Source: an optimization exercise on an open RTL-to-GDS flow (aim: small area). Production flows keep margins and buffers that such runs may drop.
Only simulation tests tie the RTL to the original design; equivalence was not proved.
No driver is modelled on the clock port, so clocking that relies on it looks cheaper here than on a real chip.
Power is estimated from default activity; no workload was simulated.

Design drv_spi_transport, start of the top module:
module drv_spi_transport (
    input  wire         clk,
    input  wire         rst,
    input  wire [7:0]   cmd_valid,
    input  wire [191:0] cmd_data,
    output wire [7:0]   cmd_ready,
    output wire [7:0]   rsp_valid,
    output wire [135:0] rsp_data,
    input  wire [7:0]   rsp_ready,
    output wire         ready,
    output wire         busy,
    output wire         sck,
    output wire         mosi,
    output wire         cs_n,
    input  wire         miso
);
Size in the first run: roughly 740 cells after synthesis, roughly 160 flip-flops, ~370 I/O pins, about 0.0069 mm² of cells after synthesis.
Settings: LEC_CHECK=0, CAP_MARGIN=0, CORE_MARGIN=2, CORE_UTILIZATION=45, GPL_TIMING_DRIVEN=0, SLEW_MARGIN=0; clock period 10.0 ns.
standard.sh (not shown) runs the stock make flow with config.mk's settings and CLKGATE_MAP_FILE= SYNTH_SCRIPT=/design/flow/synth_recipe.tcl, a recipe that flattens the netlist after the stock synthesis.
==> flow/flow/run.sh <==
#!/bin/bash
# The standard ORFS layout (standard.sh), with these changes:
# - synthesis is the standard one except that ABC maps the logic with an
#   area-oriented script (flow/abc_area.script: the same &dch / &nf mapping,
#   with the delay target relaxed, and no buffering or up-sizing). Only the
#   ABC script differs, so the registers, their names and their cells are
#   the standard synthesis's;
# - after floorplan, any buffers synthesis inserted are removed and
#   combinational cells are swapped for the smallest cell of the same
#   function (flow/downsize.tcl); later repair steps fix any slew or
#   capacitance violation this leaves;
# - the placement and global-route repair steps may use only small buffers
#   (flow/small_bufs.tcl);
# - the port buffers use the smallest buffer cell, buf_1, instead of the
#   default clkdlybuf4s50_1;
# - the clock tree uses buf_6 cells (smaller than clkbuf_8, and still within
#   the clock-pin slew limit here) and no dummy loads; after CTS, leaf
#   clock buffers driving at most 10 flip-flops become buf_4
#   (flow/cts_leaf.tcl).
set -euo pipefail
rm -rf scripts_area
cp -r "$FLOW_HOME/scripts" scripts_area
cp flow/abc_area.script scripts_area/abc_speed.script
SCRIPTS_DIR="$PWD/scripts_area" bash standard.sh synth > synth_flow.log 2>&1

export POST_FLOORPLAN_TCL="$PWD/flow/downsize.tcl"
export PRE_RESIZE_TCL="$PWD/flow/small_bufs.tcl"
export PRE_GLOBAL_ROUTE_TCL="$PWD/flow/small_bufs.tcl"
export BUFFER_PORTS_ARGS="-buffer_cell sky130_fd_sc_hd__buf_1"
export POST_CTS_TCL="$PWD/flow/cts_leaf.tcl"
export CTS_ARGS="-sink_clustering_enable -repair_clock_nets -buf_list sky130_fd_sc_hd__buf_6 -dont_use_dummy_load"
bash standard.sh > standard_flow.log 2>&1
==> flow/flow/cts_leaf.tcl <==
set n_swapped 0
foreach inst [get_cells *] {
  if {[get_property $inst ref_name] ne "sky130_fd_sc_hd__buf_6"} { continue }
  set net [get_nets -of_objects [get_pins -of_objects $inst -filter "direction==output"]]
  set sinks [get_pins -of_objects $net -filter "direction==input"]
  set all_clk 1
  foreach p $sinks {
    if {[get_property $p name] ne "CLK"} { set all_clk 0 }
  }
  if {!$all_clk || [llength $sinks] <= 10} {
    replace_cell $inst sky130_fd_sc_hd__buf_4
    incr n_swapped
  }
}
puts "cts_leaf: swapped $n_swapped clock buffers"
estimate_parasitics -placement
==> flow/flow/small_bufs.tcl <==
# Keep the placement and global-route repair steps to small buffers: with
# the larger ones marked don't-use there, repair_design fixes the few
# high-fanout nets with buf_1/buf_2 buffers and by sizing the drivers up.
# (The clock tree, built in its own step, is not affected.)
set_dont_use {
  sky130_fd_sc_hd__buf_4 sky130_fd_sc_hd__buf_6 sky130_fd_sc_hd__buf_8
  sky130_fd_sc_hd__buf_12 sky130_fd_sc_hd__buf_16
  sky130_fd_sc_hd__clkbuf_4 sky130_fd_sc_hd__clkbuf_8 sky130_fd_sc_hd__clkbuf_16
  sky130_fd_sc_hd__bufbuf_8 sky130_fd_sc_hd__bufbuf_16
}
Other scripts of this flow, unchanged in this note and not shown: flow/flow/abc_area.script, flow/flow/downsize.tcl
==> next run, changes <==
--- a/flow/flow/cts_leaf.tcl
+++ b/flow/flow/cts_leaf.tcl
@@ -8,5 +8,5 @@
     if {[get_property $p name] ne "CLK"} { set all_clk 0 }
   }
-  if {!$all_clk || [llength $sinks] <= 10} {
+  if {$all_clk && [llength $sinks] <= 10} {
     replace_cell $inst sky130_fd_sc_hd__buf_4
     incr n_swapped
--- a/flow/config.mk
+++ b/flow/config.mk
@@ -6,7 +6,7 @@
 export NUM_CORES = 4
 export LEC_CHECK = 0
-export CAP_MARGIN = 0
+export CAP_MARGIN = 5
 export CORE_MARGIN = 2
-export CORE_UTILIZATION = 45
+export CORE_UTILIZATION = 30
 export GPL_TIMING_DRIVEN = 0
-export SLEW_MARGIN = 0
+export SLEW_MARGIN = 5
Worst setup slack loses 0.21 ns.
Utilization came out lower by 18 points.
Sequential cell count stays the same.
Clock-buffer cell count does not change.
Cell area came out higher by about 1.8%.
Cell count came out higher by about 8%.
Die area came out higher by 48%.
Clock power came out higher by about 4%.
First-iteration DRC count came out lower by 3.6%.
==> next run, changes <==
--- a/flow/flow/run.sh
+++ b/flow/flow/run.sh
@@ -15,7 +15,5 @@
 #   default clkdlybuf4s50_1;
 # - the clock tree uses buf_6 cells (smaller than clkbuf_8, and still within
-#   the clock-pin slew limit here) and no dummy loads; after CTS, leaf
-#   clock buffers driving at most 10 flip-flops become buf_4
-#   (flow/cts_leaf.tcl).
+#   the clock-pin slew limit here) and no dummy loads.
 set -euo pipefail
 rm -rf scripts_area
@@ -28,5 +26,4 @@
 export PRE_GLOBAL_ROUTE_TCL="$PWD/flow/small_bufs.tcl"
 export BUFFER_PORTS_ARGS="-buffer_cell sky130_fd_sc_hd__buf_1"
-export POST_CTS_TCL="$PWD/flow/cts_leaf.tcl"
 export CTS_ARGS="-sink_clustering_enable -repair_clock_nets -buf_list sky130_fd_sc_hd__buf_6 -dont_use_dummy_load"
 bash standard.sh > standard_flow.log 2>&1
removed: flow/flow/cts_leaf.tcl
Result: Worst setup slack stays flat. Global-route usage is about the same. Core utilization went up by 0.17 points. Sequential cell count stays the same. Routed wire length barely changes. Clock-buffer cell count does not change. Hold slack degrades by 0.0067 ns. Non-clock buffer count stays the same. Die area stays the same. Sequential share of layout area went down by 0.16 points.
==> next run, changes <==
--- a/flow/flow/run.sh
+++ b/flow/flow/run.sh
@@ -10,6 +10,4 @@
 #   function (flow/downsize.tcl); later repair steps fix any slew or
 #   capacitance violation this leaves;
-# - the placement and global-route repair steps may use only small buffers
-#   (flow/small_bufs.tcl);
 # - the port buffers use the smallest buffer cell, buf_1, instead of the
 #   default clkdlybuf4s50_1;
@@ -23,6 +21,4 @@
 
 export POST_FLOORPLAN_TCL="$PWD/flow/downsize.tcl"
-export PRE_RESIZE_TCL="$PWD/flow/small_bufs.tcl"
-export PRE_GLOBAL_ROUTE_TCL="$PWD/flow/small_bufs.tcl"
 export BUFFER_PORTS_ARGS="-buffer_cell sky130_fd_sc_hd__buf_1"
 export CTS_ARGS="-sink_clustering_enable -repair_clock_nets -buf_list sky130_fd_sc_hd__buf_6 -dont_use_dummy_load"
--- a/flow/config.mk
+++ b/flow/config.mk
@@ -6,7 +6,7 @@
 export NUM_CORES = 4
 export LEC_CHECK = 0
-export CAP_MARGIN = 5
+export CAP_MARGIN = 20
 export CORE_MARGIN = 2
 export CORE_UTILIZATION = 30
 export GPL_TIMING_DRIVEN = 0
-export SLEW_MARGIN = 5
+export SLEW_MARGIN = 20
removed: flow/flow/small_bufs.tcl
After rerunning:
- The changed run finished with timing, DRC and antenna clean
- first-iteration DRC count came out lower by 6.5%
- total power goes up by 0.87%
- synthesized cell count does not change
- clock-buffer cell count does not change
- wire length rose by 0.65%
- critical path depth stays the same
- cell count is higher by 0.43%
- worst setup slack is better by 0.40 ns
- via count rises by 0.84%
- worst hold slack improved by 0.0043 ns
==> next run, changes <==
--- a/flow/flow/run.sh
+++ b/flow/flow/run.sh
@@ -10,8 +10,12 @@
 #   function (flow/downsize.tcl); later repair steps fix any slew or
 #   capacitance violation this leaves;
+# - the placement and global-route repair steps may use only small buffers
+#   (flow/small_bufs.tcl);
 # - the port buffers use the smallest buffer cell, buf_1, instead of the
 #   default clkdlybuf4s50_1;
 # - the clock tree uses buf_6 cells (smaller than clkbuf_8, and still within
-#   the clock-pin slew limit here) and no dummy loads.
+#   the clock-pin slew limit here) and no dummy loads; after CTS, leaf
+#   clock buffers driving at most 10 flip-flops become buf_4
+#   (flow/cts_leaf.tcl).
 set -euo pipefail
 rm -rf scripts_area
@@ -21,5 +25,8 @@
 
 export POST_FLOORPLAN_TCL="$PWD/flow/downsize.tcl"
+export PRE_RESIZE_TCL="$PWD/flow/small_bufs.tcl"
+export PRE_GLOBAL_ROUTE_TCL="$PWD/flow/small_bufs.tcl"
 export BUFFER_PORTS_ARGS="-buffer_cell sky130_fd_sc_hd__buf_1"
+export POST_CTS_TCL="$PWD/flow/cts_leaf.tcl"
 export CTS_ARGS="-sink_clustering_enable -repair_clock_nets -buf_list sky130_fd_sc_hd__buf_6 -dont_use_dummy_load"
 bash standard.sh > standard_flow.log 2>&1
==> flow/flow/cts_leaf.tcl (new file) <==
set n_swapped 0
foreach inst [get_cells *] {
  if {[get_property $inst ref_name] ne "sky130_fd_sc_hd__buf_6"} { continue }
  set net [get_nets -of_objects [get_pins -of_objects $inst -filter "direction==output"]]
  set sinks [get_pins -of_objects $net -filter "direction==input"]
  set all_clk 1
  foreach p $sinks {
    if {[get_property $p name] ne "CLK"} { set all_clk 0 }
  }
  if {$all_clk && [llength $sinks] <= 10} {
    replace_cell $inst sky130_fd_sc_hd__buf_4
    incr n_swapped
  }
}
puts "cts_leaf: swapped $n_swapped clock buffers"
estimate_parasitics -placement
==> flow/flow/small_bufs.tcl (new file) <==
# Keep the placement and global-route repair steps to small buffers: with
# the larger ones marked don't-use there, repair_design fixes the few
# high-fanout nets with buf_1/buf_2 buffers and by sizing the drivers up.
# (The clock tree, built in its own step, is not affected.)
set_dont_use {
  sky130_fd_sc_hd__buf_4 sky130_fd_sc_hd__buf_6 sky130_fd_sc_hd__buf_8
  sky130_fd_sc_hd__buf_12 sky130_fd_sc_hd__buf_16
  sky130_fd_sc_hd__clkbuf_4 sky130_fd_sc_hd__clkbuf_8 sky130_fd_sc_hd__clkbuf_16
  sky130_fd_sc_hd__bufbuf_8 sky130_fd_sc_hd__bufbuf_16
}
--- a/flow/config.mk
+++ b/flow/config.mk
@@ -6,7 +6,7 @@
 export NUM_CORES = 4
 export LEC_CHECK = 0
-export CAP_MARGIN = 20
+export CAP_MARGIN = 0
 export CORE_MARGIN = 2
-export CORE_UTILIZATION = 30
+export CORE_UTILIZATION = 45
 export GPL_TIMING_DRIVEN = 0
-export SLEW_MARGIN = 20
+export SLEW_MARGIN = 0
=>
- sequential power came out lower by about 0.6%
- wire length drops by 7.1%
- setup slack got worse by 0.19 ns
- critical path depth came out lower by 1
- cell count fell by 7.8%
- count of clock-buffer cells in the layout does not change
- worst hold slack is about the same
- final area shrinks by 3.4%
- utilization goes up by 18 points

-- re-timing with driven ports --
The flow's constraints put no driver on any port. The routed layouts listed below were extracted and timed again, unchanged, in two steps. Step 1 sets driving cells, clkbuf_16 on the clock port and buf_2 on the other inputs (assumed; they add their load-dependent delay and slew). Step 2 moves the port delays by t, midway between the first and last clock arrival at a register: inputs arrive t later, outputs are due t later. That takes back most of the time a late clock gives input paths. a / b / c = ideal ports / drivers / drivers and shift; a / b = the first two.
run | t (ns) | setup slack, ns | worst hold slack (ns) | clock arrival spread, ns | worst slew at a driven data input, ns
the first run | 0.507 | 5.011 / 4.987 / 4.987 | 0.487 / 0.487 / 0.487 | 0.046 / 0.046 | 0.06
the second run | 0.426 | 4.799 / 4.774 / 4.774 | 0.497 / 0.497 / 0.497 | 0.034 / 0.035 | 0.07
the third run | 0.450 | 4.800 / 4.775 / 4.775 | 0.490 / 0.490 / 0.490 | 0.040 / 0.040 | 0.06
the fourth run | 0.457 | 5.199 / 5.174 / 5.174 | 0.495 / 0.495 / 0.495 | 0.043 / 0.044 | 0.07
the fifth run | 0.420 | 5.011 / 4.987 / 4.987 | 0.493 / 0.493 / 0.493 | 0.041 / 0.041 | 0.06
After both steps every run listed still meets setup and hold.
